From an optimization exercise on the open Yosys and OpenROAD flow, aimed at small area, a short achievable clock period and few clock cycles; shortcuts taken in it are not production practice.
RTL that was checked went through simulation tests only; none was proved equivalent to the original.
The RTL of run 1 was laid out without a check of its function.
Power is estimated from default activity; no workload was simulated.

===== flow/design.v =====
module phpb_serial (
    input  wire        clk,
    input  wire        rst,             
    input  wire        cfg_guard_en,    
    input  wire [16:0] cfg_max_len,     
    input  wire        cfg_drop_zero,   
    input  wire        rx_in_valid,
    output wire        rx_in_ready,
    input  wire [7:0]  rx_in_data,
    input  wire        rx_in_last,      
    output wire        rx_out_valid,
    input  wire        rx_out_ready,
    output wire [7:0]  rx_out_data,
    output wire        rx_out_sop,
    output wire        rx_out_eop,
    output wire [47:0] rx_out_hdr,      
    output wire [16:0] rx_out_tlen,     
    input  wire        tx_in_valid,
    output wire        tx_in_ready,
    input  wire [7:0]  tx_in_data,
    output wire        tx_out_valid,
    input  wire        tx_out_ready,
    output wire [7:0]  tx_out_data,
    output reg  [15:0] cnt_rx_pkt,
    output reg  [15:0] cnt_malformed,
    output reg  [15:0] cnt_zero_drop
);
    reg [15:0] m;           
    reg        g_never;     
    reg        g_always;    
    reg        dz;
    always @(posedge clk) begin
        m        <= cfg_max_len[15:0] - 16'd7;
        g_never  <= !cfg_guard_en || (cfg_max_len >= 17'd65542);
        g_always <= cfg_guard_en && (cfg_max_len < 17'd7);
        dz       <= cfg_drop_zero;
    end
    reg       rdy;
    reg       ib_v, i2_v;
    reg [7:0] ib_d, i2_d;
    reg       ib_l, i2_l;
    wire      ib_ff = (ib_d == 8'hFF);
    wire      ib_00 = (ib_d == 8'h00);
    reg       ib_gt, i2_gt;     
    wire take  = rx_in_valid && rdy;
    wire in_gt = (rx_in_data > m[7:0]);
    assign rx_in_ready = rdy;
    reg        pend;        
    reg        body;        
    reg        disc;        
    reg        drop;        
    reg [2:0]  hc;          
    reg [5:0]  tt;          
    reg [5:0]  ct;          
    reg        sop_pend;    
    reg [47:0] sr;          
    reg        tl_a, tl_b;  
    reg        zf;          
    reg [16:0] remain;      
    reg        ov, osop, oeop;
    reg [7:0]  od;
    reg        ev_pkt, ev_mal, ev_zero;
    wire hdr = !body && !disc;
    wire other  = !ib_ff && !ib_00;
    wire absorb = !pend && ib_ff;           
    wire split  = pend && other;            
    wire [7:0] tdata = pend ? {8{!ib_00}} : ib_d;
    wire tlast  = ib_l && !split;
    wire tgt_lo = split ? (m[7:0] != 8'hFF) : ib_gt;
    wire too_long = tl_a || (tl_b && tgt_lo);
    wire [5:0] tsel = tt & ~{1'b0, tt[5:1]};
    wire [7:0] top_byte = ({8{tsel[0]}} & sr[7:0])   | ({8{tsel[1]}} & sr[15:8])  |
                          ({8{tsel[2]}} & sr[23:16]) | ({8{tsel[3]}} & sr[31:24]) |
                          ({8{tsel[4]}} & sr[39:32]) | ({8{tsel[5]}} & sr[47:40]);
    wire [16:0] tlen_new = {1'b0, sr[7:0], tdata} + 17'd7;
    wire hc5   = (hc == 3'd5);
    wire ofree = !ov || rx_out_ready;
    wire acc = ib_v && (absorb || disc ||
                        (hdr  && (hc5 ? !ct[0] : !tt[5])) ||
                        (body && (drop || (!tt[5] && !(ov && osop && !rx_out_ready)))));
    wire tok      = acc && !absorb;             
    wire push     = tok && (hdr || (body && !drop));
    wire complete = tok && hdr && hc5;
    wire zdrop    = dz && zf;
    wire hdr_ok   = complete && !too_long && !zdrop;
    wire hdr_bad  = complete && too_long;
    wire btok     = tok && body;
    wire body_end = btok && (remain == 17'd7);
    wire cons     = acc && !split;
    wire load     = ofree && (ct[0] || hdr_ok);
    wire bpush    = push && body;
    wire       n_pend = acc ? absorb : pend;
    wire       n_body = complete ? !too_long : (body && !body_end);
    wire       n_disc = complete ? (too_long && !tlast) : (disc && !(acc && tlast));
    wire       n_drop = complete ? zdrop : drop;
    wire [2:0] n_hc   = complete ? 3'd0 : ((tok && hdr) ? hc + 3'd1 : hc);
    wire       n_ov   = load || (ov && !rx_out_ready);
    wire [5:0] n_tt   = (complete && !hdr_ok) ? 6'd0 :
                        (push && !load)      ? {tt[4:0], 1'b1} :
                        (load && !push)      ? {1'b0, tt[5:1]} : tt;
    wire [5:0] n_ct   = hdr_ok              ? {!load, 5'b11111} :
                        (bpush && !load)     ? {ct[4:0], 1'b1} :
                        (load && !bpush)     ? {1'b0, ct[5:1]} : ct;
    wire       n_sopp = load ? 1'b0 : (sop_pend || hdr_ok);
    wire       ib_free = !ib_v || cons;
    wire       n_ibv   = ib_free ? (i2_v || take) : 1'b1;
    wire       n_i2v   = !ib_free && (i2_v || take);
    always @(posedge clk) begin
        if (ib_free) begin
            if (i2_v) begin
                ib_d  <= i2_d;
                ib_l  <= i2_l;
                ib_gt <= i2_gt;
            end else if (take) begin
                ib_d  <= rx_in_data;
                ib_l  <= rx_in_last;
                ib_gt <= in_gt;
            end
        end else if (take) begin
            i2_d  <= rx_in_data;
            i2_l  <= rx_in_last;
            i2_gt <= in_gt;
        end
        if (push)
            sr <= {sr[39:0], tdata};
        if (tok && hdr) begin
            if (hc == 3'd0) zf <= (tdata == 8'h00);
            if (hc == 3'd4) begin
                tl_a <= g_always || (!g_never && (tdata > m[15:8]));
                tl_b <= !g_always && !g_never && (tdata == m[15:8]);
            end
        end
        if (complete) begin
            remain <= tlen_new;
        end else if (btok) begin
            remain <= remain - 17'd1;
        end
        if (load) begin
            od   <= top_byte;
            osop <= hdr_ok || sop_pend;
            oeop <= !body && ct[0] && !ct[1];
        end
        if (rst) begin
            rdy      <= 1'b1;
            ib_v     <= 1'b0;
            i2_v     <= 1'b0;
            pend     <= 1'b0;
            body     <= 1'b0;
            disc     <= 1'b0;
            drop     <= 1'b0;
            hc       <= 3'd0;
            tt       <= 6'd0;
            ct       <= 6'd0;
            sop_pend <= 1'b0;
            ov       <= 1'b0;
            ev_pkt   <= 1'b0;
            ev_mal   <= 1'b0;
            ev_zero  <= 1'b0;
        end else begin
            rdy      <= !n_i2v;
            ib_v     <= n_ibv;
            i2_v     <= n_i2v;
            pend     <= n_pend;
            body     <= n_body;
            disc     <= n_disc;
            drop     <= n_drop;
            hc       <= n_hc;
            tt       <= n_tt;
            ct       <= n_ct;
            sop_pend <= n_sopp;
            ov       <= n_ov;
            ev_pkt   <= body_end && !drop;
            ev_mal   <= hdr_bad;
            ev_zero  <= body_end && drop;
        end
    end
    always @(posedge clk) begin
        if (rst) begin
            cnt_rx_pkt    <= 16'd0;
            cnt_malformed <= 16'd0;
            cnt_zero_drop <= 16'd0;
        end else begin
            if (ev_pkt && cnt_rx_pkt != 16'hFFFF)
                cnt_rx_pkt <= cnt_rx_pkt + 16'd1;
            if (ev_mal && cnt_malformed != 16'hFFFF)
                cnt_malformed <= cnt_malformed + 16'd1;
            if (ev_zero && cnt_zero_drop != 16'hFFFF)
                cnt_zero_drop <= cnt_zero_drop + 16'd1;
        end
    end
    assign rx_out_valid = ov;
    assign rx_out_data  = od;
    assign rx_out_sop   = osop;
    assign rx_out_eop   = oeop;
    assign rx_out_hdr   = sr;
    assign rx_out_tlen  = remain;
    reg       trdy;
    reg       tov;
    reg [7:0] tod;
    reg       tpv, tpb;
    reg       sv;
    reg [7:0] sd;
    wire ttake  = tx_in_valid && trdy;
    wire tofree = !tov || tx_out_ready;
    wire in_sp  = (tx_in_data == 8'hFF) || (tx_in_data == 8'h00);
    wire sd_sp  = (sd == 8'hFF) || (sd == 8'h00);
    wire tdirect = tofree && !tpv && !sv;
    reg  n_sv;
    always @(*) begin
        n_sv = sv;
        if (tofree && !tpv && sv)
            n_sv = 1'b0;
        if (ttake && !tdirect)
            n_sv = 1'b1;
    end
    assign tx_in_ready = trdy;
    always @(posedge clk) begin
        if (tofree) begin
            if (tpv) begin
                tod <= {8{tpb}};
            end else if (sv) begin
                tod <= sd_sp ? 8'hFF : sd;
                tpb <= sd[0];
            end else if (ttake) begin
                tod <= in_sp ? 8'hFF : tx_in_data;
                tpb <= tx_in_data[0];
            end
        end
        if (ttake && !tdirect)
            sd <= tx_in_data;
        if (rst) begin
            trdy <= 1'b1;
            tov  <= 1'b0;
            tpv  <= 1'b0;
            sv   <= 1'b0;
        end else begin
            if (tofree) begin
                if (tpv) begin
                    tov <= 1'b1;
                    tpv <= 1'b0;
                end else if (sv) begin
                    tov <= 1'b1;
                    tpv <= sd_sp;
                end else if (ttake) begin
                    tov <= 1'b1;
                    tpv <= in_sp;
                end else begin
                    tov <= 1'b0;
                end
            end
            sv   <= n_sv;
            trdy <= !n_sv;
        end
    end
    assign tx_out_valid = tov;
    assign tx_out_data  = tod;
endmodule

===== flow/flow/run.sh =====
#!/bin/bash
# Standard layout, with the port buffers made from buf_2 cells instead of the
# resizer's default choice. Full tool output goes to flow_standard.log.
set -euo pipefail
export BUFFER_PORTS_ARGS="-buffer_cell sky130_fd_sc_hd__buf_2"
bash standard.sh > flow_standard.log 2>&1

===== flow/standard.sh =====
#!/bin/bash
# synth_recipe.tcl (not shown) runs the flow's synth.tcl, then flattens the netlist and writes it again
# the make line also repeats each setting of config.mk as NAME=value (left out here)
make -C /OpenROAD-flow-scripts/flow DESIGN_CONFIG=/design/flow/config.mk WORK_HOME=/design/flow/orfs CLKGATE_MAP_FILE= SYNTH_SCRIPT=/design/flow/synth_recipe.tcl "${@:-finish}"

===== flow/config.mk =====
export PLATFORM = sky130hd
export DESIGN_NAME = phpb_serial
export DESIGN_NICKNAME = phpb_serial
export VERILOG_FILES = /design/flow/design.v
export SDC_FILE = /design/flow/constraint.sdc
export NUM_CORES = 4
export LEC_CHECK = 0
export CAP_MARGIN = 20
export CORE_MARGIN = 2
export CORE_UTILIZATION = 40
export SETUP_SLACK_MARGIN = 3.5
export SLEW_MARGIN = 20

===== flow/constraint.sdc =====
create_clock -name core_clock -period 6.0 [get_ports {clk}]
set_input_delay 1.2000 -clock core_clock [delete_from_list [all_inputs] [get_ports {clk}]]
set_output_delay 1.2000 -clock core_clock [all_outputs]
set_load 0.01 [all_outputs]

==> summary.txt, run 1 <==
- STA puts the critical path data required time at 6390 ps.
- The core area is between 20000 and 25000 um^2.
- After clock tree synthesis, the clock-pin slew on the worst setup and hold paths is 60 ps.
- The signal arrival time at the worst endpoint is roughly 3200 ps.
- The post-place instance area is ~11000 um^2.
- Before antenna repair, the detailed router went through 5 iterations.
- Setup repair after global routing could not meet its margin everywhere.
- The count of nets after finishing is approximately 1200.
- The count of nets left with antenna violations once routing finished came out at 0.
- Ranked by total cell area, the synthesized netlist is headed by sky130_fd_sc_hd__edfxtp_1, sky130_fd_sc_hd__dfxtp_1, sky130_fd_sc_hd__xor2_1.
- The number of placed I/O pins is between 150 and 200.
- The analysis attributes to net switching a power of around 0.00071 W.
- The maximum buffer depth of the clock tree is 3.
- Registers take 5420 um^2.
- Once the floorplan was initialized, standard cells occupied about two fifths of the core.
- Using the TritonRoute via totals, the vias-per-cell ratio works out to ~5.2.
- The number of clock sinks is ~210.
- The portion of synthesized cell area occupied by the leading cell type is 35.2%.
- The detailed-route wire length is 23.5 mm.
- In this run, synthesis inferred 115 flip-flops with an integrated enable.
- The worst setup path category is flop to flop.
- The post-synthesis to final-layout area growth is 26.7%.
- The cell at the root of the clock tree is sky130_fd_sc_hd__clkbuf_16.
- The achievable frequency is roughly 360 MHz.
- Yosys mapped the design onto 58 distinct sky130hd cell types.
- The worst path in the final design needs a cycle of ~2800 ps, including I/O delays and setup.
- The fraction of layout cells with a size suffix above 1 is 29.4%.
- The first routing iteration left a little under 500 violations.
- TritonCTS created 24 clock buffers.
- The cell taking the most area after synthesis is sky130_fd_sc_hd__edfxtp_1.
- Summed over all nets, wire length on met2 after detailed routing comes to 10.9 mm.
- In this run, placement finished with an instance count of 1390.
- The die area is around 26000 um^2.
- The switching fraction of total power is 22.3%.
- Measured against its own limit, the worst slew margin works out to around two fifths.
- The critical path launch point type is a flop.
- The part of the Yosys area used for sequential elements is around 55%.
- The critical path endpoint category is a flop.
- Across the VDD grid, the largest voltage drop is slightly above 200 uV.
- The clock network accounts for between 40% and 50% of the total power.
- The final count of pins violating max slew is 0.
- The final instance area is ~12000 um^2.
- The final hold violation count is 0.
- The finished layout holds roughly 1500 standard cells, fillers aside.
- The detailed router placed roughly 7700 vias in this run.
- The number of global-route vias before repair is around 7300.
- In the synthesized netlist the dominant register cell turns out to be sky130_fd_sc_hd__edfxtp_1.
- The flow ran to the end and the layout has no timing, DRC or antenna violations.
- The final setup TNS is 0 ps.
- In this run the core area contains between 50 and 60 standard-cell rows.
- The mean instance size in the synthesized netlist is roughly 11 um^2.
- The mapped netlist covers about 9800 um^2.
- Summed over all nets, the half-perimeter wirelength after detailed placement is roughly 16 mm.
- The number of port buffers is 176.
- The cell count after synthesis is ~900.
- Hold repair after CTS inserted 0 buffers.
- The total of fill cells in the finished design is about 2200.
- The uppermost metal layer occupied by signal nets is met4.
- The power density normalized to cell area is between 200 and 300 nW/um^2.
- The clock arrives with approximately 24 ps of skew.
- For this run, the number of Yosys warnings is 1.
- Summing all multi-input logic gate instances after layout gives 4480 um^2.
- After detailed routing, the average wire length per cell comes to about 16 um.
- The transition at the pin with the smallest max-transition slack is roughly 900 ps.
- The commonest cells after synthesis are sky130_fd_sc_hd__edfxtp_1, sky130_fd_sc_hd__nor2_1, sky130_fd_sc_hd__dfxtp_1, sky130_fd_sc_hd__nand2_1, sky130_fd_sc_hd__xor2_1.
- The power share of the combinational group is 6.1%.
- The routability congestion estimate is 0.818.
- At the end of the flow the core is filled with cells to 51.4%.
- The CTS tree is yes.
- For this run the aggregate overflow at the end of global routing stands at 0.
- The largest net degree at the start of global routing is 44.
- The library cell with the highest instance count after synthesis is sky130_fd_sc_hd__edfxtp_1.
- Measured along the x axis, the die boundary spans 161 um.
- The die height is around 160 um.
- The path class of the tightest hold or removal check is flop to flop.
- Dividing the final minimum period by the clock period gives 46.9%.
- In this run the worst path has a maximum fanout of 7.
- The number of antenna violations at the first check in global routing is 0.
- The repair_antennas step left the layout with diodes totalling 0.
- The internal portion of the total power is approximately 0.0025 W.
- In the detailed route, the total length drawn on met3 is 1.34 mm.
- The number of setup violations in the final report is 0.
- Global routing consumed, over all layers together, 17.7% of the routing resources.
- The number of levels in the clock H-tree is 1.
- The total DRC errors in the routed layout is 0.
- The later pin in the worst-skew pair is clocked with a latency of 520 ps.
- The first global-routing pass estimated 37.5 mm of wire.
- The share of total power dissipated in sequential elements is roughly half.
- Of all flip-flops after synthesis, the portion carrying an async set or reset was 0%.
- Summed over all cells, the static leakage comes to just under 5 nW.
- The number of nets produced by synthesis is between 900 and 1000.
- The number of storage elements in the synthesis netlist is around 210.
- The max-capacitance violation count is 0.
- The total routed wire length on the met1 layer is roughly 11 mm.
-- metal layers --
metal  track usage [%]  vias up
li1                  -     3785
met3              3.05       36
met2              28.0      229
met1              25.1     3653
met5                 0        -
met4              4.63        0
-- logic make-up after synthesis --
kind of cell             count (synthesis)  synth area share [%]
adder cells (fa/ha/maj)                 28                  3.57
AND/OR/NAND/NOR                        353                  18.1
AO/OA/AOI/OAI                          152                  10.3
flip-flops                             213                  55.2
multiplexers                            23                  2.53
XOR/XNOR                                83                  7.42
buffers and inverters                   70                  2.83
-- sequential cells by signal (all words and copies together), names as in the netlist, 3 cells and up --
signal,cells
sr,48
remain,17
cnt_malformed,16
cnt_rx_pkt,16
cnt_zero_drop,16
m,16
i2_d,8
ib_d,8
od,8
sd,8
tod,8
ct,6
tt,6
hc,3
-- through the flow --
step | setup slack (ps) | hold slack (ps) | total power (W)
floorplan | 2940 | 437 | 0.00173
global placement | 2330 | 469 | 0.00180
detailed placement | 2270 | 465 | 0.00180
CTS | 3140 | 479 | 0.00323
global route | 3080 | 496 | 0.00333
finish | 3190 | 474 | 0.00320
-- placed cells by master (no fill, tap or decap), types with 5 or more instances in the layout --
cell type                   Yosys  routed
sky130_fd_sc_hd__dfxtp_1       98      97
sky130_fd_sc_hd__o21ai_0       31      19
sky130_fd_sc_hd__edfxtp_1     115     115
sky130_fd_sc_hd__inv_1         36      35
sky130_fd_sc_hd__nand4_1       28      28
sky130_fd_sc_hd__o21ai_1        1       8
sky130_fd_sc_hd__buf_6          2       6
sky130_fd_sc_hd__mux2_2        14      13
sky130_fd_sc_hd__clkinv_2       0       5
sky130_fd_sc_hd__a21o_1         5       5
sky130_fd_sc_hd__nand3_1       40      36
sky130_fd_sc_hd__nor4_1         8       5
sky130_fd_sc_hd__o221ai_1       8       7
sky130_fd_sc_hd__and3_1         9       9
sky130_fd_sc_hd__buf_2          0     176
sky130_fd_sc_hd__xor2_1        55      55
sky130_fd_sc_hd__and4_1         7       7
sky130_fd_sc_hd__mux2i_1        9       9
sky130_fd_sc_hd__or3_1         10       8
sky130_fd_sc_hd__ha_1          28      24
sky130_fd_sc_hd__a22oi_1       24      24
sky130_fd_sc_hd__buf_4          0      30
sky130_fd_sc_hd__or4_1          7       6
sky130_fd_sc_hd__a21oi_1       44      41
sky130_fd_sc_hd__nor2_1       101     100
sky130_fd_sc_hd__xnor2_1       28      25
sky130_fd_sc_hd__nor3_1        27      24
sky130_fd_sc_hd__nand2_1       72      67
sky130_fd_sc_hd__nand2b_1       9       7
sky130_fd_sc_hd__o22ai_1        7       5
sky130_fd_sc_hd__nor2b_1        9       9
sky130_fd_sc_hd__clkbuf_16      0      25
-- worst max-delay path, cell delays in order (launching register included) --
cell,delay (ps)
sky130_fd_sc_hd__edfxtp_1,400
sky130_fd_sc_hd__or4_4,590
sky130_fd_sc_hd__o31ai_4,240
sky130_fd_sc_hd__buf_6,150
sky130_fd_sc_hd__nor3_4,40
sky130_fd_sc_hd__or3_4,390
sky130_fd_sc_hd__a21boi_4,170
sky130_fd_sc_hd__inv_2,60
sky130_fd_sc_hd__ha_4,260
sky130_fd_sc_hd__clkbuf_2,160
sky130_fd_sc_hd__a21oi_1,160
sky130_fd_sc_hd__nor2_1,50
-- path summary, 6_finish.rpt --
| path | from | endpoint | slack [ps] | cells after the start |
|---|---|---|---|---|
| max reg2reg | ib_d[3]$_DFFE_PP_ | tt[0]$_SDFFE_PP0P_ | 3190 | 11 |
| max | ib_d[3]$_DFFE_PP_ | tt[0]$_SDFFE_PP0P_ | 3190 | 11 |
| min reg2reg | sr[31]$_DFFE_PN_ | sr[39]$_DFFE_PN_ | 470 | 0 |
| min | sr[31]$_DFFE_PN_ | sr[39]$_DFFE_PN_ | 470 | 0 |
-- what timing repair did --
item / in CTS / in global routing
setup endpoints to repair: 94 / 114
pin swaps: 11 / 26
resized for setup: 28 / 34
cloned: 2 / 1
hold endpoints to repair: 0 / 0
buffers inserted: 17 / 21
-- power by group through the flow --
stage / clock network, W / registers (W) / logic, W
floorplan: 0 / 0.00164 / 0.0000942
global placement: 0 / 0.00163 / 0.000165
detailed placement: 0 / 0.00163 / 0.000168
CTS: 0.00144 / 0.00160 / 0.000181
global route: 0.00151 / 0.00161 / 0.000217
finish: 0.00140 / 0.00160 / 0.000196
-- layout make-up --
type	instances	share of cell area (%)
multi-input combinational	642	36.1
clock buffer	31	5.38
tap	324	3.26
sequential	213	43.6
clock inverter	13	0.746
timing repair buffer	215	9.77
inverter	37	1.12
==> run 2, diff against run 1 <==
--- a/flow/design.v
+++ b/flow/design.v
@@ -39,10 +39,12 @@
     reg       ib_v, i2_v;
     reg [7:0] ib_d, i2_d;
     reg       ib_l, i2_l;
-    wire      ib_ff = (ib_d == 8'hFF);
-    wire      ib_00 = (ib_d == 8'h00);
+    reg       ib_ff, i2_ff;
+    reg       ib_00, i2_00;
     reg       ib_gt, i2_gt;     
     wire take  = rx_in_valid && rdy;
+    wire in_ff = (rx_in_data == 8'hFF);
+    wire in_00 = (rx_in_data == 8'h00);
     wire in_gt = (rx_in_data > m[7:0]);
     assign rx_in_ready = rdy;
     reg        pend;        
@@ -57,6 +59,7 @@
     reg        tl_a, tl_b;  
     reg        zf;          
     reg [16:0] remain;      
+    reg        rend;        
     reg        ov, osop, oeop;
     reg [7:0]  od;
     reg        ev_pkt, ev_mal, ev_zero;
@@ -85,7 +88,7 @@
     wire hdr_ok   = complete && !too_long && !zdrop;
     wire hdr_bad  = complete && too_long;
     wire btok     = tok && body;
-    wire body_end = btok && (remain == 17'd7);
+    wire body_end = btok && rend;
     wire cons     = acc && !split;
     wire load     = ofree && (ct[0] || hdr_ok);
     wire bpush    = push && body;
@@ -110,15 +113,21 @@
             if (i2_v) begin
                 ib_d  <= i2_d;
                 ib_l  <= i2_l;
+                ib_ff <= i2_ff;
+                ib_00 <= i2_00;
                 ib_gt <= i2_gt;
             end else if (take) begin
                 ib_d  <= rx_in_data;
                 ib_l  <= rx_in_last;
+                ib_ff <= in_ff;
+                ib_00 <= in_00;
                 ib_gt <= in_gt;
             end
         end else if (take) begin
             i2_d  <= rx_in_data;
             i2_l  <= rx_in_last;
+            i2_ff <= in_ff;
+            i2_00 <= in_00;
             i2_gt <= in_gt;
         end
         if (push)
@@ -132,8 +141,10 @@
         end
         if (complete) begin
             remain <= tlen_new;
+            rend   <= (sr[7:0] == 8'h00) && (tdata == 8'h00);
         end else if (btok) begin
             remain <= remain - 17'd1;
+            rend   <= (remain == 17'd8);
         end
         if (load) begin
             od   <= top_byte;
--- a/flow/config.mk
+++ b/flow/config.mk
@@ -8,5 +8,5 @@
 export CAP_MARGIN = 20
 export CORE_MARGIN = 2
 export CORE_UTILIZATION = 40
-export SETUP_SLACK_MARGIN = 3.5
+export SETUP_SLACK_MARGIN = 3.3
 export SLEW_MARGIN = 20
==> summary.txt, run 2 <==
- The buffering stage count on the worst path with inverters included is 0 (-3).
- The normalized max-slew margin is 50.9% (+11 points).
- The total global routing track utilization is 17.6% (-0.059 points).
- The signal arrival time at the worst endpoint was 2990 ps (-210 ps).
- The clock latency on the worst-skew pair is 520 ps (about the same).
- The mean instance size in the synthesized netlist is 10.7 um^2 (+1.0%).
- The achievable frequency was 386 MHz (+8.4%).
- The final setup TNS was 0 ps (unchanged).
- Yosys attributes the largest share of cell area to sky130_fd_sc_hd__edfxtp_1, sky130_fd_sc_hd__dfxtp_1, sky130_fd_sc_hd__xnor2_1.
- The run finished with no timing, DRC or antenna violations.
- Relative to the synthesized area, the layout overhead comes to 20.6%.
- The total number of vias is 7888 (+2.4%).
- The transition at the pin with the smallest max-transition slack came to 734 ps (-163 ps).
- The launching point of the worst reg2reg path is ib_00$_DFFE_PP_.
- The number of storage elements in the synthesis netlist came to 218 (+2.3%).
- The total of warnings raised by yosys was 1 (unchanged).
- The number of levels in the clock H-tree is 1 (unchanged).
- The worst register-to-register path ends at tt[0]$_SDFFE_PP0P_.
- The iteration count of the initial detailed-routing pass is 5 (unchanged).
- The core area is 25100 um^2 (+3.9%).
- The worst hold path depth is 0 (unchanged).
- The total DRC errors in the routed layout is 0 (unchanged).
- In the final layout, the registers with the most flip-flops are sr x48, remain x17.
- The worst setup path category is flop to flop.
- The number of nets with antenna violations after routing is 0 (unchanged).
- The library cell with the highest instance count after synthesis is sky130_fd_sc_hd__edfxtp_1.
- The die area is 26800 um^2 (+4.0%).
- The number of placed I/O pins came to 177 (unchanged).
- The number of nets produced by synthesis was 1020 (+2.8%).
- The most common cell after layout, fill and taps aside is sky130_fd_sc_hd__buf_2.
- Ranked by instance count, the synthesized netlist is headed by sky130_fd_sc_hd__edfxtp_1, sky130_fd_sc_hd__dfxtp_1, sky130_fd_sc_hd__nor2_1, sky130_fd_sc_hd__nand2_1, sky130_fd_sc_hd__inv_1.
- The area taken by multi-input logic gates was 4430 um^2 (-1.2%).
- The portion of synthesized cell area occupied by the leading cell type is 35.3% (+0.094 points).
- The proportion of synthesized flip-flops having asynchronous set or reset is 0% (unchanged).
- The tightest hold margin came to 479 ps (+4.14 ps).
- The worst hold path belongs to the class flop to flop.
- The count of inserted antenna diode cells came to 0 (unchanged).
- The die span in x came to 164 um (+2.0%).
- The via density per instance is 5.34 (+2.3%).
- The cell taking the most area after synthesis is sky130_fd_sc_hd__edfxtp_1.
- The final hold violation count is 0 (unchanged).
- The total congestion overflow after global routing is 0 (unchanged).
- The average wire per standard cell was 16.1 um (+0.84%).
- The register with the most flip-flops is sr.
- The worst-path maximum fanout is 12 (+5).
- The cell count after synthesis is 950 (+3.0%).
- The part of the Yosys area used for sequential elements is 54.5% (-0.69 points).
- The worst-case clock skew is 14.0 ps (-9.84 ps).
- The first-pass GRT wire length is 38.7 mm (+3.0%).
- The count of nets after finishing is 1197 (-0.50%).
- The critical path launch point type is a flop.
- The slowest cell on the critical path is sky130_fd_sc_hd__edfxtp_1.
- The total clock buffers created by CTS is 25 (+4.2%).
- The internal reg-to-reg setup slack is 3410 ps (+220 ps).
- The power density normalized to cell area is 266 nW/um^2 (+3.4%).
- The number of flip-flops in the largest register came to 48 (unchanged).
- The required time of the critical path was 6400 ps (about the same).
- The final count of pins violating max slew is 0 (unchanged).
- The count of flip-flops with a built-in enable after synthesis came to 120 (+4.3%).
- The most used flip-flop cell after synthesis is sky130_fd_sc_hd__edfxtp_1.
- The total of fill cells in the finished design is 2392 (+8.9%).
- The number of global-route vias before repair is 7387 (+1.8%).
- The routability congestion estimate is 0.858 (+4.9%).
- The number of setup violations in the final report is 0 (unchanged).
- The detailed-route wire length is 23.8 mm (+0.91%).
- The delay of the slowest cell on the worst path was 490 ps (-100 ps).
- The ratio of final minimum period to clock period is 43.2% (-3.6 points).
- The number of clock sinks is 218 (+2.3%).
- The summed instance area of the synthesized netlist is 10200 um^2 (+4.1%).
- The number of antenna violations at the first check in global routing is 0 (unchanged).
- The number of violations reported at the end of detailed-routing iteration 0 is 548 (+14%).
- The total half-perimeter wirelength after legalization and detailed placement was 17.0 mm (+6.1%).
- The max-capacitance violation count came to 0 (unchanged).
- The effective utilization at floorplan came to 40.6% (+0.084 points).
- The cell at the root of the clock tree is sky130_fd_sc_hd__clkbuf_16.
- The maximum buffer depth of the clock tree is 3 (unchanged).
- The worst-case reg-to-reg path depth is 7 (-4).
- The leakage power total is 4.63 nW (-4.9%).
- The CTS tree is yes.
- The clock transition at the register clock pins on the worst setup and hold paths after CTS is 60 ps (about the same).
- The die height came to 164 um (+2.0%).
- The worst hold path terminates at sr[38]$_DFFE_PN_.
- The kind of cell adding the most delay to the critical path is compound AO/OA/AOI/OAI gates.
- The launch instance of the worst min-delay path is sr[30]$_DFFE_PN_.
- The number of distinct library cells after synthesis is 73 (+26%).
- The final critical path time including I/O delays and setup came to 2590 ps (-219 ps).
- The largest net degree at the start of global routing was 50 (+14%).
- Setup repair after global routing could not meet its margin everywhere.
- The number of port buffers was 176 (unchanged).
- The number of hold-repair buffers added at the cts stage is 0 (unchanged).
- The fraction of layout cells with a size suffix above 1 was 23.4% (-6.0 points).
- The row count is 58 (+1.8%).
- Leaving out fill and tap cells, the most frequent cells in the layout are sky130_fd_sc_hd__buf_2, sky130_fd_sc_hd__edfxtp_1, sky130_fd_sc_hd__dfxtp_1.
- The combined flip-flop and latch cell area is 5570 um^2 (+2.8%).
- The maximum VDD drop is 176 uV (-12%).
- The critical path goes through or3b_1 -> a31oi_1 -> o21a_1 -> and3_1 -> o21ai_2 -> ha_4 -> o311a_1.
- The critical path endpoint category is a flop.
-- run 2: cell count changes after synthesis, sizes merged, moves of 10 or more --
cell	previous run	this run
o211ai	1	11
inv	37	47
xnor2	28	41
nor2	101	75
xor2	55	26
-- run 2: metrics by stage --
step	area, um^2	setup slack [ps]	instances	util, %	total power (W)
2_1_floorplan	10300	3060	950	-	0.00178
3_3_place_gp	11400	2720	1427	45.5	0.00185
3_5_place_dp	11400	2690	1427	45.5	0.00185
4_1_cts	12300	3370	1475	48.9	0.00332
5_1_grt	12300	3280	1476	49.0	0.00342
6_report	12300	3410	1476	49.0	0.00328
-- run 2: kinds of logic after synthesis --
| kind of cell | after synthesis | synth area share [%] |
|---|---|---|
| compound gates | 196 | 13.1 |
| xor+xnor | 67 | 5.75 |
| fa+ha+maj | 29 | 3.53 |
| buf+inv | 80 | 3.24 |
| flops | 218 | 54.5 |
| mux | 25 | 2.59 |
| simple gates | 335 | 17.2 |
-- run 2: power by group --
group          switching (W)  total (W)  leakage [nW]  internal (W)
Sequential         0.0000274    0.00164          1.90       0.00161
Clock               0.000592    0.00146         0.381      0.000864
Combinational       0.000108   0.000181          2.34     0.0000730
-- run 2: layer usage --
layer	global-route usage [%]	wire (um)
met1	25.7	11300
met2	27.3	10700
met3	3.33	1550
met4	3.47	269
met5	0	0
-- run 2: worst reg2reg max path, stage by stage, from the launching register on --
cell and delay, ps:
sky130_fd_sc_hd__edfxtp_1 490, sky130_fd_sc_hd__or3b_1 460, sky130_fd_sc_hd__a31oi_1 230, sky130_fd_sc_hd__o21a_1 330, sky130_fd_sc_hd__and3_1 250, sky130_fd_sc_hd__o21ai_2 80
sky130_fd_sc_hd__ha_4 300, sky130_fd_sc_hd__o311a_1 340
-- run 2: what timing repair did --
item | in CTS | in global routing
buffers inserted | 2 | 0
endpoints found under the setup margin | 50 | 50
cloned | 0 | 1
gates resized for setup | 7 | 8
pin swaps | 1 | 1
-- run 2: cell type report --
cell class	count	share of cell area, %
Sequential cell	218	45.2
Multi-Input combinational cell	653	36.0
Timing Repair Buffer	182	7.52
Clock buffer	30	5.32
Tap cell	330	3.36
Inverter	47	1.43
Clock inverter	16	1.14
-- run 2: worst max path at each step --
stage                                  from                   to  slack [ps]  cells after the start
after floorplan                rx_out_ready  remain[0]$_DFFE_PP_        3060                      4
after global placement         rx_out_ready    i2_d[5]$_DFFE_PP_        2720                      6
after detailed placement       rx_out_ready    i2_d[5]$_DFFE_PP_        2690                      6
after CTS                   ib_00$_DFFE_PP_   tt[0]$_SDFFE_PP0P_        3370                      7
after global routing      pend$_SDFFE_PP0P_   tt[0]$_SDFFE_PP0P_        3280                      7
final                       ib_00$_DFFE_PP_   tt[0]$_SDFFE_PP0P_        3410                      7
Testbench counts of run 2, summed over its fixed seeds: cycles 121,481.
==> run 3, diff against run 2 <==
--- a/flow/config.mk
+++ b/flow/config.mk
@@ -8,5 +8,5 @@
 export CAP_MARGIN = 20
 export CORE_MARGIN = 2
 export CORE_UTILIZATION = 40
-export SETUP_SLACK_MARGIN = 3.3
+export SETUP_SLACK_MARGIN = 3.6
 export SLEW_MARGIN = 20
==> summary.txt, run 3 <==
- The number of levels in the clock H-tree is 1 (unchanged).
- By area, the combinational part of the netlist is dominated by simple AND/OR/NAND/NOR gates.
- The ratio of final minimum period to clock period came to 39.8% (-3.4 points).
- The delay of the slowest cell on the worst path is 460 ps (-30 ps).
- The count of inserted antenna diode cells was 0 (unchanged).
- The normalized max-slew margin is 41.8% (-9.1 points).
- The post-synthesis adder-cell area fraction came to 3.53% (unchanged).
- The worst-case clock skew is 25.7 ps (+11.7 ps).
- The clock transition at the register clock pins on the worst setup and hold paths after CTS came to 60 ps (about the same).
- The number of violations reported at the end of detailed-routing iteration 0 is 537 (-2.0%).
- The maximum VDD drop is 209 uV (+19%).
- The final count of pins violating max slew came to 0 (unchanged).
- The maximum buffer depth of the clock tree is 3 (unchanged).
- The capturing instance or port of the critical path is rx_out_tlen[10].
- The number of clock sinks is 218 (unchanged).
- The global-route met1 utilization was 24.8% (-0.93 points).
- The flow ran to the end and the layout has no timing, DRC or antenna violations.
- The total half-perimeter wirelength after legalization and detailed placement was 17.3 mm (+2.1%).
- Leaving out fill and tap cells, the most frequent cells in the layout are sky130_fd_sc_hd__buf_2, sky130_fd_sc_hd__edfxtp_1, sky130_fd_sc_hd__dfxtp_1.
- The total number of vias is 8110 (+2.8%).
- Setup repair after global routing could not meet its margin everywhere.
- The iteration count of the initial detailed-routing pass is 5 (unchanged).
- The mean instance size in the synthesized netlist is 10.7 um^2 (unchanged).
- The cell at the root of the clock tree is sky130_fd_sc_hd__clkbuf_16.
- The portion of synthesized cell area occupied by the leading cell type is 35.3% (unchanged).
- The number of antenna violations at the first check in global routing was 0 (unchanged).
- The die span in x is 164 um (unchanged).
- The total congestion overflow after global routing is 0 (unchanged).
- The fraction of met2 tracks used by global routing is 29.3% (+2.0 points).
- The signal arrival time at the worst endpoint is 1190 ps (-1800 ps).
- The top flip-flop cell by instance count after synthesis is sky130_fd_sc_hd__edfxtp_1.
- The final hold violation count is 0 (unchanged).
- By count the netlist is led by sky130_fd_sc_hd__edfxtp_1, sky130_fd_sc_hd__dfxtp_1, sky130_fd_sc_hd__nor2_1, sky130_fd_sc_hd__nand2_1, sky130_fd_sc_hd__inv_1.
- The proportion of synthesized flip-flops having asynchronous set or reset came to 0% (unchanged).
- The fraction of layout cells with a size suffix above 1 was 27.2% (+3.8 points).
- The detailed-route wire length came to 25.1 mm (+5.8%).
- The routability congestion estimate is 0.836 (-2.6%).
- The total DRC errors in the routed layout came to 0 (unchanged).
- The worst-path maximum fanout is 5 (-7).
- The area share of and/or/nand/nor cells after synthesis is 17.2% (unchanged).
- The cell count after synthesis is 950 (unchanged).
- The internal reg-to-reg setup slack is 3630 ps (+220 ps).
- The total clock buffers created by CTS is 25 (unchanged).
- The buffering stage count on the worst path with inverters included is 1 (+1).
- The beginning of the critical path is remain[10]$_DFFE_PP_.
- The CTS tree is yes.
- The xor-xnor portion of the synthesized cell area is 5.75% (unchanged).
- The part of the Yosys area used for sequential elements is 54.5% (unchanged).
- The mux share of post-synthesis cell area is 2.59% (unchanged).
- The path length in cells of the critical path is 1 (-6).
- The die height is 164 um (unchanged).
- The row count came to 58 (unchanged).
- The count of nets after finishing was 1237 (+3.3%).
- The non-filler instance count after layout came to 1516 (+2.7%).
- The clock latency on the worst-skew pair came to 540 ps (+20 ps).
- The post-synthesis to final-layout area growth is 24.9%.
- On the critical path the largest part of the delay comes from flip-flops.
- The number of global-route vias before repair is 7682 (+4.0%).
- The largest registers in the layout are sr x48, remain x17.
- The core area is 25100 um^2 (unchanged).
- sr holds more flip-flops than any other register.
- The largest net degree at the start of global routing is 46 (-8.0%).
- By area the synthesized netlist is led by sky130_fd_sc_hd__edfxtp_1, sky130_fd_sc_hd__dfxtp_1, sky130_fd_sc_hd__xnor2_1.
- The effective utilization at floorplan is 40.6% (unchanged).
- The area taken by multi-input logic gates is 4570 um^2 (+3.1%).
- The most common cell after layout, fill and taps aside is sky130_fd_sc_hd__buf_2.
- The number of nets produced by synthesis came to 1020 (unchanged).
- The average wire per standard cell is 16.6 um (+3.0%).
- The power density normalized to cell area is 258 nW/um^2 (-3.3%).
- The number of hold-repair buffers added at the cts stage is 0 (unchanged).
- The first-pass GRT wire length is 39.5 mm (+2.1%).
- The post-placement cell count is 1426 (-0.070%).
- Among all stages on the critical path, the largest delay is contributed by sky130_fd_sc_hd__edfxtp_1.
- The max-capacitance violation count is 0 (unchanged).
- The final critical path time including I/O delays and setup is 2390 ps (-204 ps).
- The summed instance area of the synthesized netlist was 10200 um^2 (unchanged).
- The number of placed I/O pins was 177 (unchanged).
- The global routing stage identified its most utilized layer as met2.
- The library cell with the highest instance count after synthesis is sky130_fd_sc_hd__edfxtp_1.
- The compound-cell area share of the yosys netlist is 13.1% (unchanged).
- The die area is 26800 um^2 (unchanged).
- The total of fill cells in the finished design is 2340 (-2.2%).
- The number of flip-flops in the largest register is 48 (unchanged).
- The number of nets with antenna violations after routing is 0 (unchanged).
- The count of flip-flops with a built-in enable after synthesis came to 120 (unchanged).
- The worst register-to-register path ends at tt[0]$_SDFFE_PP0P_.
- The number of setup violations in the final report is 0 (unchanged).
- The number of storage elements in the synthesis netlist is 218 (unchanged).
- The via density per instance was 5.35 (+0.10%).
- The kind of path behind the tightest hold check is flop to flop.
- The met3 demand-to-capacity share in global routing is 3.69% (+0.35 points).
- The critical path launch point type is a flop.
- The setup slack after placement is 2810 ps (+124 ps).
- The number of distinct library cells after synthesis is 73 (unchanged).
- The worst setup path is captured at an output port.
- The worst setup path category is flop to output port.
- The achievable frequency is 419 MHz (+8.5%).
- The total global routing track utilization was 18.1% (+0.49 points).
- The final setup TNS is 0 ps (unchanged).
- Of all cell types, the one taking the most synthesized area is sky130_fd_sc_hd__edfxtp_1.
- The combined flip-flop and latch cell area was 5570 um^2 (about the same).
- The total of warnings raised by yosys is 1 (unchanged).
- The worst-case reg-to-reg path depth is 7 (unchanged).
- The worst setup margin is 3610 ps (+204 ps).
- The required time of the critical path is 4800 ps (-1600 ps).
- The critical path goes through buf_2.
- The number of port buffers is 176 (unchanged).
- The leakage power total is 4.86 nW (+4.9%).
- In this run the critical register-to-register path is launched from ib_00$_DFFE_PP_.
- The transition at the pin with the smallest max-transition slack is 873 ps (+138 ps).
-- run 3: cell counts after synthesis --
Identical to the previous run, type by type.
-- run 3: what timing repair did --
action                     in CTS  in global routing
buffers inserted               31                 10
setup endpoints to repair     145                 62
gates cloned                    3                  0
gates resized for setup        18                 11
pin swaps                       7                  6
-- run 3: worst min-delay path by stage --
| stage | startpoint | endpoint | slack, ps | cells past startpoint |
|---|---|---|---|---|
| final | sr[36]$_DFFE_PN_ | sr[44]$_DFFE_PN_ | 470 | 0 |
| after global routing | sr[36]$_DFFE_PN_ | sr[44]$_DFFE_PN_ | 480 | 0 |
| after CTS | sr[36]$_DFFE_PN_ | sr[44]$_DFFE_PN_ | 470 | 0 |
| after detailed placement | sr[36]$_DFFE_PN_ | sr[44]$_DFFE_PN_ | 460 | 0 |
| after global placement | sr[22]$_DFFE_PN_ | sr[30]$_DFFE_PN_ | 460 | 0 |
| after floorplan | ct[2]$_SDFFE_PP0P_ | ct[2]$_SDFFE_PP0P_ | 440 | 2 |
-- run 3: logic make-up (layout without fill, tap and decap cells) --
family                     Yosys count  in the layout
muxes                               25             25
DFF                                218            218
xor gates and xnor gates            67             67
buffers and inverters               80            313
adders and majority gates           29             29
AOI/OAI and AO/OA                  196            196
and+or+nand+nor                    335            338
-- run 3: per-stage QoR --
stage,power (W),area (um^2),hold slack (ps),utilization [%]
after floorplan,0.00178,10400,443,-
after global placement,0.00185,11500,462,45.8
after detailed placement,0.00186,11500,457,45.8
after CTS,0.00332,12600,473,50.3
after global routing,0.00341,12700,483,50.8
final,0.00328,12700,474,50.8
-- run 3: per-layer routing --
metal | vias up | part of all wire (%) | wire (um)
li1 | 3981 | - | -
met1 | 3874 | 45 | 11400
met2 | 214 | 46 | 11600
met3 | 41 | 6.5 | 1630
met4 | 0 | 2.1 | 524
met5 | - | 0 | 0
-- run 3: report_power, final --
part / switching (W) / internal (W) / leakage, nW
clock network: 0.000599 / 0.000845 / 0.381
registers: 0.0000231 / 0.00161 / 1.90
logic: 0.000120 / 0.0000825 / 2.57
-- run 3: cell type report --
type	instances	area share, %
multi-input cells	655	35.8
flip-flops and latches	218	43.7
well taps	330	3.24
inverters	47	1.38
clock buffers	38	5.45
repair buffers	220	9.75
clock inverters	8	0.628
==> run 4, diff against run 3 <==
--- a/flow/config.mk
+++ b/flow/config.mk
@@ -8,5 +8,5 @@
 export CAP_MARGIN = 20
 export CORE_MARGIN = 2
 export CORE_UTILIZATION = 40
-export SETUP_SLACK_MARGIN = 3.6
+export SETUP_SLACK_MARGIN = 3.5
 export SLEW_MARGIN = 20
==> summary.txt, run 4 <==
- The utilization of the core after routing is 49.9% (-0.91 points).
- The largest net degree at the start of global routing is 50 (+8.7%).
- The critical path launch point type is a flop.
- The internal reg-to-reg setup slack is 3630 ps (about the same).
- The detailed-route wire length was 24.5 mm (-2.7%).
- Ranked by instance count, the synthesized netlist is headed by sky130_fd_sc_hd__edfxtp_1, sky130_fd_sc_hd__dfxtp_1, sky130_fd_sc_hd__nor2_1, sky130_fd_sc_hd__nand2_1, sky130_fd_sc_hd__inv_1.
- The count of flip-flops with a built-in enable after synthesis was 120 (unchanged).
- The number of setup violations in the final report came to 0 (unchanged).
- The worst hold path terminates at sr[42]$_DFFE_PN_.
- The number of levels in the clock H-tree is 1 (unchanged).
- The core area is 25100 um^2 (unchanged).
- The total global routing track utilization is 17.5% (-0.53 points).
- The mean instance size in the synthesized netlist is 10.7 um^2 (unchanged).
- In this run the clock root is driven by a sky130_fd_sc_hd__clkbuf_16.
- The final instance area is 12500 um^2 (-1.8%).
- The post-place instance area was 11500 um^2 (-0.35%).
- The number of nets with antenna violations after routing is 0 (unchanged).
- The fraction of layout cells with a size suffix above 1 came to 24.7% (-2.5 points).
- The worst-path maximum fanout is 6 (+1).
- The part of the Yosys area used for sequential elements is 54.5% (unchanged).
- The number of global-route vias before repair is 7411 (-3.5%).
- The normalized max-slew margin is 47.6% (+5.8 points).
- The average wire per standard cell came to 16.4 um (-0.84%).
- The clock latency on the worst-skew pair is 530 ps (about the same).
- The worst setup path category is flop to output port.
- The total congestion overflow after global routing came to 0 (unchanged).
- The final hold violation count was 0 (unchanged).
- The die span in x is 164 um (unchanged).
- The final critical path time including I/O delays and setup is 2440 ps (+55.5 ps).
- Leaving out fill and tap cells, the most frequent cells in the layout are sky130_fd_sc_hd__buf_2, sky130_fd_sc_hd__edfxtp_1, sky130_fd_sc_hd__dfxtp_1.
- The maximum VDD drop is 188 uV (-9.9%).
- The cell taking the most area after synthesis is sky130_fd_sc_hd__edfxtp_1.
- The number of placed I/O pins is 177 (unchanged).
- The signal arrival time at the worst endpoint was 1240 ps (+50 ps).
- The power density normalized to cell area is 270 nW/um^2 (+5.0%).
- The effective utilization at floorplan is 40.6% (unchanged).
- The clock transition at the register clock pins on the worst setup and hold paths after CTS is 60 ps (about the same).
- The post-synthesis to final-layout area growth is 22.7%.
- The buffering stage count on the worst path with inverters included is 1 (unchanged).
- The first-pass GRT wire length is 38.5 mm (-2.5%).
- The critical path goes through buf_2.
- The worst-case reg-to-reg path depth is 12 (+5).
- The routability congestion estimate is 0.844 (+1.1%).
- The largest individual stage delay along the critical path comes from the cell sky130_fd_sc_hd__edfxtp_1.
- The iteration count of the initial detailed-routing pass came to 7 (+2).
- The non-filler instance count after layout is 1488 (-1.8%).
- The number of violations reported at the end of detailed-routing iteration 0 came to 527 (-1.9%).
- The top flip-flop cell by instance count after synthesis is sky130_fd_sc_hd__edfxtp_1.
- The total clock buffers created by CTS is 25 (unchanged).
- The portion of synthesized cell area occupied by the leading cell type is 35.3% (unchanged).
- The number of storage elements in the synthesis netlist is 218 (unchanged).
- The largest registers in the layout are sr x48, remain x17.
- Setup repair after global routing left no endpoint under its margin.
- The number of distinct library cells after synthesis is 73 (unchanged).
- The worst-case clock skew is 24.8 ps (-0.872 ps).
- The cell count after synthesis is 950 (unchanged).
- The max-capacitance violation count is 0 (unchanged).
- The die height is 164 um (unchanged).
- The achievable frequency was 409 MHz (-2.3%).
- The library cell with the highest instance count after synthesis is sky130_fd_sc_hd__edfxtp_1.
- The via density per instance is 5.35 (about the same).
- The number of port buffers is 176 (unchanged).
- The total DRC errors in the routed layout is 0 (unchanged).
- The proportion of synthesized flip-flops having asynchronous set or reset is 0% (unchanged).
- The launch instance of the worst min-delay path is sr[34]$_DFFE_PN_.
- The number of flip-flops in the largest register came to 48 (unchanged).
- The final setup TNS is 0 ps (unchanged).
- The register with the most flip-flops is sr.
- The most common cell after layout, fill and taps aside is sky130_fd_sc_hd__buf_2.
- The number of nets produced by synthesis is 1020 (unchanged).
- The leakage power total is 4.72 nW (-2.7%).
- The maximum buffer depth of the clock tree was 3 (unchanged).
- The flow ran to the end and the layout has no timing, DRC or antenna violations.
- The worst hold path depth is 0 (unchanged).
- The number of antenna violations at the first check in global routing is 0 (unchanged).
- By area the synthesized netlist is led by sky130_fd_sc_hd__edfxtp_1, sky130_fd_sc_hd__dfxtp_1, sky130_fd_sc_hd__xnor2_1.
- The launching point of the worst reg2reg path is hc[1]$_SDFFE_PP0P_.
- The ratio of final minimum period to clock period came to 40.7% (+0.92 points).
- The total of warnings raised by yosys was 1 (unchanged).
- The critical path endpoint category is an output port.
- The transition at the pin with the smallest max-transition slack is 784 ps (-88.4 ps).
- The final count of pins violating max slew is 0 (unchanged).
- The endpoint identified for the worst register-to-register timing path is tt[3]$_SDFFE_PP0P_.
- The post-placement cell count came to 1426 (unchanged).
- The delay of the slowest cell on the worst path is 520 ps (+60 ps).
- The total number of vias is 7961 (-1.8%).
- The summed instance area of the synthesized netlist is 10200 um^2 (unchanged).
- The CTS tree is yes.
- On the critical path the largest part of the delay comes from flip-flops.
- The die area is 26800 um^2 (unchanged).
- The count of nets after finishing came to 1209 (-2.3%).
- The row count came to 58 (unchanged).
- The total half-perimeter wirelength after legalization and detailed placement is 17.3 mm (-0.47%).
- The count of inserted antenna diode cells is 0 (unchanged).
- The required time of the critical path is 4800 ps (about the same).
- The number of clock sinks came to 218 (unchanged).
- The path class of the tightest hold or removal check is flop to flop.
run 4: cell types whose count changed in the layout (fill, tap and decap cells not counted), moves of 2 or more:
cell                        change
sky130_fd_sc_hd__inv_6          +2
sky130_fd_sc_hd__nor3b_1        +2
sky130_fd_sc_hd__or4_4          -2
sky130_fd_sc_hd__bufinv_16      +3
sky130_fd_sc_hd__or4_1          +2
sky130_fd_sc_hd__clkinv_2       -3
sky130_fd_sc_hd__nor3b_2        -2
sky130_fd_sc_hd__clkinv_4       +2
sky130_fd_sc_hd__clkbuf_1       -2
sky130_fd_sc_hd__buf_4         -27
run 4: repair_timing:
action / CTS / global route
endpoints found under the setup margin: 67 / 41
gates cloned: 1 / 1
buffers inserted: 5 / 9
hold buffers: 0 / 0
pin swaps: 5 / 4
gates resized for setup: 14 / 9
run 4: power breakdown:
| part | switching, W | internal [W] |
|---|---|---|
| combinational | 0.000114 | 0.0000759 |
| sequential | 0.0000246 | 0.00161 |
| clock | 0.000598 | 0.000958 |
run 4: cell families after synthesis:
| kind of cell | count (synthesis) | share of synthesized area, % |
|---|---|---|
| AND/OR/NAND/NOR | 335 | 17.2 |
| XOR/XNOR | 67 | 5.75 |
| buffers and inverters | 80 | 3.24 |
| adder cells (fa/ha/maj) | 29 | 3.53 |
| multiplexers | 25 | 2.59 |
| flip-flops | 218 | 54.5 |
| AO/OA/AOI/OAI | 196 | 13.1 |
run 4: layer usage:
layer  up-vias  wire [um]  global-route usage (%)  part of all wire (%)
met2       241      10800                    27.0                    44
met1      3757      11500                    25.5                    47
li1       3933          -                       -                     -
met3        30       1680                    3.41                   6.9
met5         -          0                       0                     0
met4         0        418                    4.23                   1.7
run 4: worst reg2reg max path: cells and delay by family (launching register included):
kind	cells	cell delay (ps)
compound gates	3	470
simple gates	4	630
buf+inv	2	230
fa+ha+maj	2	410
mux	1	200
flops	1	350
run 4: cell type report:
type | count | area (um^2)
well taps | 330 | 413
clock buffers | 35 | 673
inverters | 47 | 176
multi-input cells | 654 | 4480
clock inverters | 11 | 168
fillers | 2354 | 12600
repair buffers | 193 | 1030
flip-flops and latches | 218 | 5570
run 4: how the worst max path moves through the flow:
stage / cells after the start / from / slack, ps / endpoint
after floorplan: 9 / rx_out_ready / 3200 / tt[2]$_SDFFE_PP0P_
after global placement: 6 / rx_out_ready / 2860 / i2_d[0]$_DFFE_PP_
after detailed placement: 6 / rx_out_ready / 2850 / i2_d[7]$_DFFE_PP_
after CTS: 10 / hc[1]$_SDFFE_PP0P_ / 3500 / tt[0]$_SDFFE_PP0P_
after global routing: 7 / rx_out_ready / 3500 / rdy$_SDFF_PP1_
final: 1 / sr[3]$_DFFE_PN_ / 3560 / rx_out_hdr[3]
run 4: through the flow:
step                power (W)  setup WS [ps]  hold slack (ps)
global route          0.00352           3500              493
CTS                   0.00343           3500              482
global placement      0.00185           2860              468
finish                0.00339           3560              481
floorplan             0.00178           3200              443
detailed placement    0.00185           2850              466
==> run 5, diff against run 4 <==
--- a/flow/design.v
+++ b/flow/design.v
@@ -52,10 +52,9 @@
     reg        disc;        
     reg        drop;        
     reg [2:0]  hc;          
-    reg [5:0]  tt;          
-    reg [5:0]  ct;          
-    reg        sop_pend;    
-    reg [47:0] sr;          
+    reg [4:0]  tt;          
+    reg [4:0]  ct;          
+    reg [39:0] sr;          
     reg        tl_a, tl_b;  
     reg        zf;          
     reg [16:0] remain;      
@@ -71,16 +70,17 @@
     wire tlast  = ib_l && !split;
     wire tgt_lo = split ? (m[7:0] != 8'hFF) : ib_gt;
     wire too_long = tl_a || (tl_b && tgt_lo);
-    wire [5:0] tsel = tt & ~{1'b0, tt[5:1]};
+    wire [4:0] tsel = tt & ~{1'b0, tt[4:1]};
     wire [7:0] top_byte = ({8{tsel[0]}} & sr[7:0])   | ({8{tsel[1]}} & sr[15:8])  |
                           ({8{tsel[2]}} & sr[23:16]) | ({8{tsel[3]}} & sr[31:24]) |
-                          ({8{tsel[4]}} & sr[39:32]) | ({8{tsel[5]}} & sr[47:40]);
+                          ({8{tsel[4]}} & sr[39:32]);
     wire [16:0] tlen_new = {1'b0, sr[7:0], tdata} + 17'd7;
     wire hc5   = (hc == 3'd5);
     wire ofree = !ov || rx_out_ready;
+    wire room = !tt[4] || (ofree && ct[0]);
     wire acc = ib_v && (absorb || disc ||
-                        (hdr  && (hc5 ? !ct[0] : !tt[5])) ||
-                        (body && (drop || (!tt[5] && !(ov && osop && !rx_out_ready)))));
+                        (hdr  && (hc5 ? (!ct[0] && ofree) : room)) ||
+                        (body && (drop || ofree || (!tt[4] && !osop))));
     wire tok      = acc && !absorb;             
     wire push     = tok && (hdr || (body && !drop));
     wire complete = tok && hdr && hc5;
@@ -98,13 +98,12 @@
     wire       n_drop = complete ? zdrop : drop;
     wire [2:0] n_hc   = complete ? 3'd0 : ((tok && hdr) ? hc + 3'd1 : hc);
     wire       n_ov   = load || (ov && !rx_out_ready);
-    wire [5:0] n_tt   = (complete && !hdr_ok) ? 6'd0 :
-                        (push && !load)      ? {tt[4:0], 1'b1} :
-                        (load && !push)      ? {1'b0, tt[5:1]} : tt;
-    wire [5:0] n_ct   = hdr_ok              ? {!load, 5'b11111} :
-                        (bpush && !load)     ? {ct[4:0], 1'b1} :
-                        (load && !bpush)     ? {1'b0, ct[5:1]} : ct;
-    wire       n_sopp = load ? 1'b0 : (sop_pend || hdr_ok);
+    wire [4:0] n_tt   = (complete && !hdr_ok) ? 5'd0 :
+                        (push && !load)      ? {tt[3:0], 1'b1} :
+                        (load && !push)      ? {1'b0, tt[4:1]} : tt;
+    wire [4:0] n_ct   = hdr_ok              ? 5'b11111 :
+                        (bpush && !load)     ? {ct[3:0], 1'b1} :
+                        (load && !bpush)     ? {1'b0, ct[4:1]} : ct;
     wire       ib_free = !ib_v || cons;
     wire       n_ibv   = ib_free ? (i2_v || take) : 1'b1;
     wire       n_i2v   = !ib_free && (i2_v || take);
@@ -131,7 +130,7 @@
             i2_gt <= in_gt;
         end
         if (push)
-            sr <= {sr[39:0], tdata};
+            sr <= {sr[31:0], tdata};
         if (tok && hdr) begin
             if (hc == 3'd0) zf <= (tdata == 8'h00);
             if (hc == 3'd4) begin
@@ -148,7 +147,7 @@
         end
         if (load) begin
             od   <= top_byte;
-            osop <= hdr_ok || sop_pend;
+            osop <= hdr_ok;
             oeop <= !body && ct[0] && !ct[1];
         end
         if (rst) begin
@@ -160,9 +159,8 @@
             disc     <= 1'b0;
             drop     <= 1'b0;
             hc       <= 3'd0;
-            tt       <= 6'd0;
-            ct       <= 6'd0;
-            sop_pend <= 1'b0;
+            tt       <= 5'd0;
+            ct       <= 5'd0;
             ov       <= 1'b0;
             ev_pkt   <= 1'b0;
             ev_mal   <= 1'b0;
@@ -178,7 +176,6 @@
             hc       <= n_hc;
             tt       <= n_tt;
             ct       <= n_ct;
-            sop_pend <= n_sopp;
             ov       <= n_ov;
             ev_pkt   <= body_end && !drop;
             ev_mal   <= hdr_bad;
@@ -203,7 +200,7 @@
     assign rx_out_data  = od;
     assign rx_out_sop   = osop;
     assign rx_out_eop   = oeop;
-    assign rx_out_hdr   = sr;
+    assign rx_out_hdr   = {od, sr};    
     assign rx_out_tlen  = remain;
     reg       trdy;
     reg       tov;
--- a/flow/config.mk
+++ b/flow/config.mk
@@ -8,5 +8,7 @@
 export CAP_MARGIN = 20
 export CORE_MARGIN = 2
 export CORE_UTILIZATION = 40
+export CTS_CLUSTER_DIAMETER = 50
+export CTS_CLUSTER_SIZE = 30
 export SETUP_SLACK_MARGIN = 3.5
 export SLEW_MARGIN = 20
==> summary.txt, run 5 <==
- The final count of pins violating max slew is 0 (unchanged).
- The core area is 24200 um^2 (-3.4%).
- The largest registers in the layout are sr x40, remain x17.
- The largest net degree at the start of global routing is 66 (+32%).
- The part of the Yosys area used for sequential elements was 53.5% (-1.1 points).
- In the post-synthesis netlist, the biggest area contributors are sky130_fd_sc_hd__edfxtp_1, sky130_fd_sc_hd__dfxtp_1, sky130_fd_sc_hd__ha_1.
- The required time of the critical path came to 4800 ps (about the same).
- The via density per instance is 5.33 (-0.41%).
- The run finished with no timing, DRC or antenna violations.
- The total congestion overflow after global routing is 0 (unchanged).
- The worst-path maximum fanout is 6 (unchanged).
- The number of distinct library cells after synthesis came to 78 (+6.8%).
- In the synthesized netlist the dominant register cell turns out to be sky130_fd_sc_hd__edfxtp_1.
- The maximum VDD drop is 150 uV (-20%).
- The average wire per standard cell came to 16.4 um (-0.19%).
- The maximum buffer depth of the clock tree is 3 (unchanged).
- The number of setup violations in the final report is 0 (unchanged).
- The number of placed I/O pins is 177 (unchanged).
- The number of nets produced by synthesis is 1001 (-1.9%).
- The utilization of the core after routing is 51.3% (+1.5 points).
- The library cells used most frequently in the layout, excluding fill and tap cells, are sky130_fd_sc_hd__buf_2, sky130_fd_sc_hd__edfxtp_1, sky130_fd_sc_hd__dfxtp_1.
- The count of inserted antenna diode cells was 0 (unchanged).
- The mux share of post-synthesis cell area came to 1.84% (-0.74 points).
- The worst-case clock skew is 21.4 ps (-3.41 ps).
- The number of flip-flops in the largest register is 40 (-17%).
- The number of storage elements in the synthesis netlist was 207 (-5.0%).
- The non-filler instance count after layout was 1480 (-0.54%).
- The final hold violation count is 0 (unchanged).
- The number of hold-repair buffers added at the cts stage came to 0 (unchanged).
- The total half-perimeter wirelength after legalization and detailed placement is 17.0 mm (-1.6%).
- The iteration count of the initial detailed-routing pass is 5 (-2).
- Among all cell types in the netlist, the one instantiated most often is sky130_fd_sc_hd__edfxtp_1.
- The critical path launch point type is a flop.
- The total DRC errors in the routed layout is 0 (unchanged).
- The die height is 161 um (-1.7%).
- The delay of the slowest cell on the worst path is 530 ps (about the same).
- The kind of path behind the tightest hold check is flop to flop.
- In the synthesized netlist, the cells that appear most often are sky130_fd_sc_hd__edfxtp_1, sky130_fd_sc_hd__dfxtp_1, sky130_fd_sc_hd__nor2_1, sky130_fd_sc_hd__nand2_1, sky130_fd_sc_hd__a21oi_1.
- The fraction of layout cells with a size suffix above 1 is 26.6% (+1.9 points).
- The first-pass GRT wire length is 38.2 mm (-0.81%).
- The detailed-route wire length is 24.3 mm (-0.72%).
- The summed instance area of the synthesized netlist is 9840 um^2 (-3.5%).
- Traced cell by cell, the critical path runs through buf_2.
- The count of nets after finishing is 1204 (-0.41%).
- The cell taking the most area after synthesis is sky130_fd_sc_hd__edfxtp_1.
- The row count is 57 (-1.7%).
- The buffering stage count on the worst path with inverters included is 1 (unchanged).
- The number of levels in the clock H-tree is 1 (unchanged).
- The signal arrival time at the worst endpoint is 1270 ps (+30 ps).
- The total of warnings raised by yosys is 1 (unchanged).
- The count of flip-flops with a built-in enable after synthesis was 112 (-6.7%).
- The normalized max-slew margin is 46.9% (-0.73 points).
- The die span in x is 161 um (-1.7%).
- The area share of and/or/nand/nor cells after synthesis was 19.6% (+2.4 points).
- The number of port buffers was 176 (unchanged).
- The clock transition at the register clock pins on the worst setup and hold paths after CTS is 70 ps (about the same).
- Compared with the post-synthesis result, the final layout area differs by 26.4%.
- The cell at the root of the clock tree is sky130_fd_sc_hd__clkbuf_16.
- The cell count after synthesis came to 931 (-2.0%).
- The power density normalized to cell area is 284 nW/um^2 (+5.0%).
- The leakage power total is 4.76 nW (+0.79%).
- TritonCTS built the clock tree.
- The total global routing track utilization is 18.0% (+0.47 points).
- The routability congestion estimate is 0.816 (-3.3%).
- The effective utilization at floorplan came to 40.6% (about the same).
- The ratio of final minimum period to clock period is 41.1% (+0.36 points).
- The kind of cell adding the most delay to the critical path is flip-flops.
- The number of violations reported at the end of detailed-routing iteration 0 came to 553 (+4.9%).
- The total clock buffers created by CTS is 28 (+12%).
- The number of clock sinks was 207 (-5.0%).
- The clock latency on the worst-skew pair is 540 ps (about the same).
- Setup repair after global routing left no endpoint under its margin.
- The achievable frequency was 406 MHz (-0.87%).
- The slowest cell on the critical path is sky130_fd_sc_hd__edfxtp_1.
- The compound-cell area share of the yosys netlist came to 12.4% (-0.70 points).
- The max-capacitance violation count was 0 (unchanged).
- The number of global-route vias before repair came to 7307 (-1.4%).
- The proportion of synthesized flip-flops having asynchronous set or reset was 0% (unchanged).
- The mean instance size in the synthesized netlist is 10.6 um^2 (-1.5%).
- The post-synthesis adder-cell area fraction is 3.66% (+0.13 points).
- More flip-flops sit in one register than any other, and that register is sr.
- The total of fill cells in the finished design is 2226 (-5.4%).
- The number of nets with antenna violations after routing is 0 (unchanged).
- The number of antenna violations at the first check in global routing is 0 (unchanged).
- The worst setup path category is flop to output port.
- The most common cell after layout, fill and taps aside is sky130_fd_sc_hd__buf_2.
- The portion of synthesized cell area occupied by the leading cell type was 34.2% (-1.2 points).
- The combinational family with the most area after synthesis is simple AND/OR/NAND/NOR gates.
- The die area is 25900 um^2 (-3.4%).
- The total number of vias is 7886 (-0.94%).
- The final setup TNS is 0 ps (unchanged).
- STA classifies the critical path endpoint as an output port.
- The transition at the pin with the smallest max-transition slack is 791 ps (+6.50 ps).
- The xor-xnor portion of the synthesized cell area is 5.69% (-0.058 points).
- The post-placement cell count came to 1400 (-1.8%).
- The final critical path time including I/O delays and setup is 2470 ps (+21.5 ps).
run 5: cell types whose count changed after synthesis, sizes merged, moves of 8 or more:
cell	change
nand4	+14
edfxtp	-8
o21ai	+13
a22oi	-9
buf	+8
clkbuf	-8
run 5: worst paths after layout:
kind | slack (ps) | end | cells after the start | start
setup / recovery | 3530 | rx_out_hdr[7] | 1 | sr[7]$_DFFE_PN_
hold / removal | 480 | sr[33]$_DFFE_PN_ | 0 | sr[25]$_DFFE_PN_
setup reg to reg | 3620 | tt[0]$_SDFFE_PP0P_ | 6 | tt[4]$_SDFFE_PP0P_
hold reg to reg | 480 | sr[33]$_DFFE_PN_ | 0 | sr[25]$_DFFE_PN_
run 5: cell families after synthesis:
logic type / count (synthesis)
AO/OA/AOI/OAI: 181
XOR/XNOR: 64
adder cells (fa/ha/maj): 29
buffers and inverters: 75
flip-flops: 207
multiplexers: 17
AND/OR/NAND/NOR: 358
run 5: power breakdown:
part | internal (W) | leakage [nW] | switching, W
logic | 0.0000718 | 2.47 | 0.000103
registers | 0.00152 | 1.78 | 0.0000238
clock network | 0.00110 | 0.503 | 0.000710
run 5: routing by layer:
layer	GRT usage, %	vias up	share of wire (%)
met2	30.8	194	49
met4	4.79	0	1.7
li1	-	3889	-
met1	23.8	3774	44
met3	2.84	29	5.3
met5	0	-	0
run 5: what timing repair did:
item                       CTS  global route
setup endpoints to repair   35            27
pin swaps                    5             4
gates cloned                 3             0
setup buffers                7            18
gates resized for setup     10             5
run 5: cell type report:
| class | instances | area, um^2 | area share [%] |
|---|---|---|---|
| multi-input combinational | 651 | 4420 | 35.5 |
| clock inverter | 22 | 319 | 2.56 |
| tap | 324 | 405 | 3.26 |
| timing repair buffer | 204 | 1140 | 9.17 |
| inverter | 42 | 158 | 1.27 |
| clock buffer | 30 | 729 | 5.86 |
| sequential | 207 | 5270 | 42.3 |
run 5: per-stage QoR:
stage | cell area [um^2] | power [W] | worst slack (ps) | hold WS, ps
floorplan | 9950 | 0.00168 | 3090 | 458
global placement | 11100 | 0.00174 | 2680 | 459
detailed placement | 11100 | 0.00175 | 2630 | 465
CTS | 12300 | 0.00356 | 3510 | 478
global route | 12400 | 0.00365 | 3500 | 495
finish | 12400 | 0.00353 | 3530 | 477
Testbench counts of run 5, summed over its fixed seeds: cycles 121,481.

==> separate check: timing with driven ports <==
No port has a modelled driver above. Below, the same layouts with a new extraction and two added sets of constraints. Step 1, drivers: a clkbuf_16 drives clk and a buf_2 each remaining input, both assumed. Step 2 also shifts input and output timing later by t, the mid clock arrival at the registers, as if the neighbouring blocks saw the same clock. Three values: ideal ports, drivers, drivers and shift; two values: the first two.
| run | shift t [ns] | setup WS [ns] | worst register clock-pin slew, ns |
|---|---|---|---|
| run 1 | 0.554 | 3.189 / 3.189 / 3.004 | 0.06 / 0.06 |
| run 2 | 0.557 | 3.408 / 3.408 / 2.861 | 0.06 / 0.06 |
| run 3 | 0.570 | 3.611 / 3.567 / 3.082 | 0.06 / 0.06 |
| run 4 | 0.560 | 3.556 / 3.510 / 3.019 | 0.07 / 0.07 |
| run 5 | 0.577 | 3.535 / 3.486 / 2.959 | 0.07 / 0.07 |
After both steps every run listed still meets setup and hold. For run 5, which loses most, drivers alone change the setup slack by -0.049 ns; drivers and shift together by -0.576 ns.
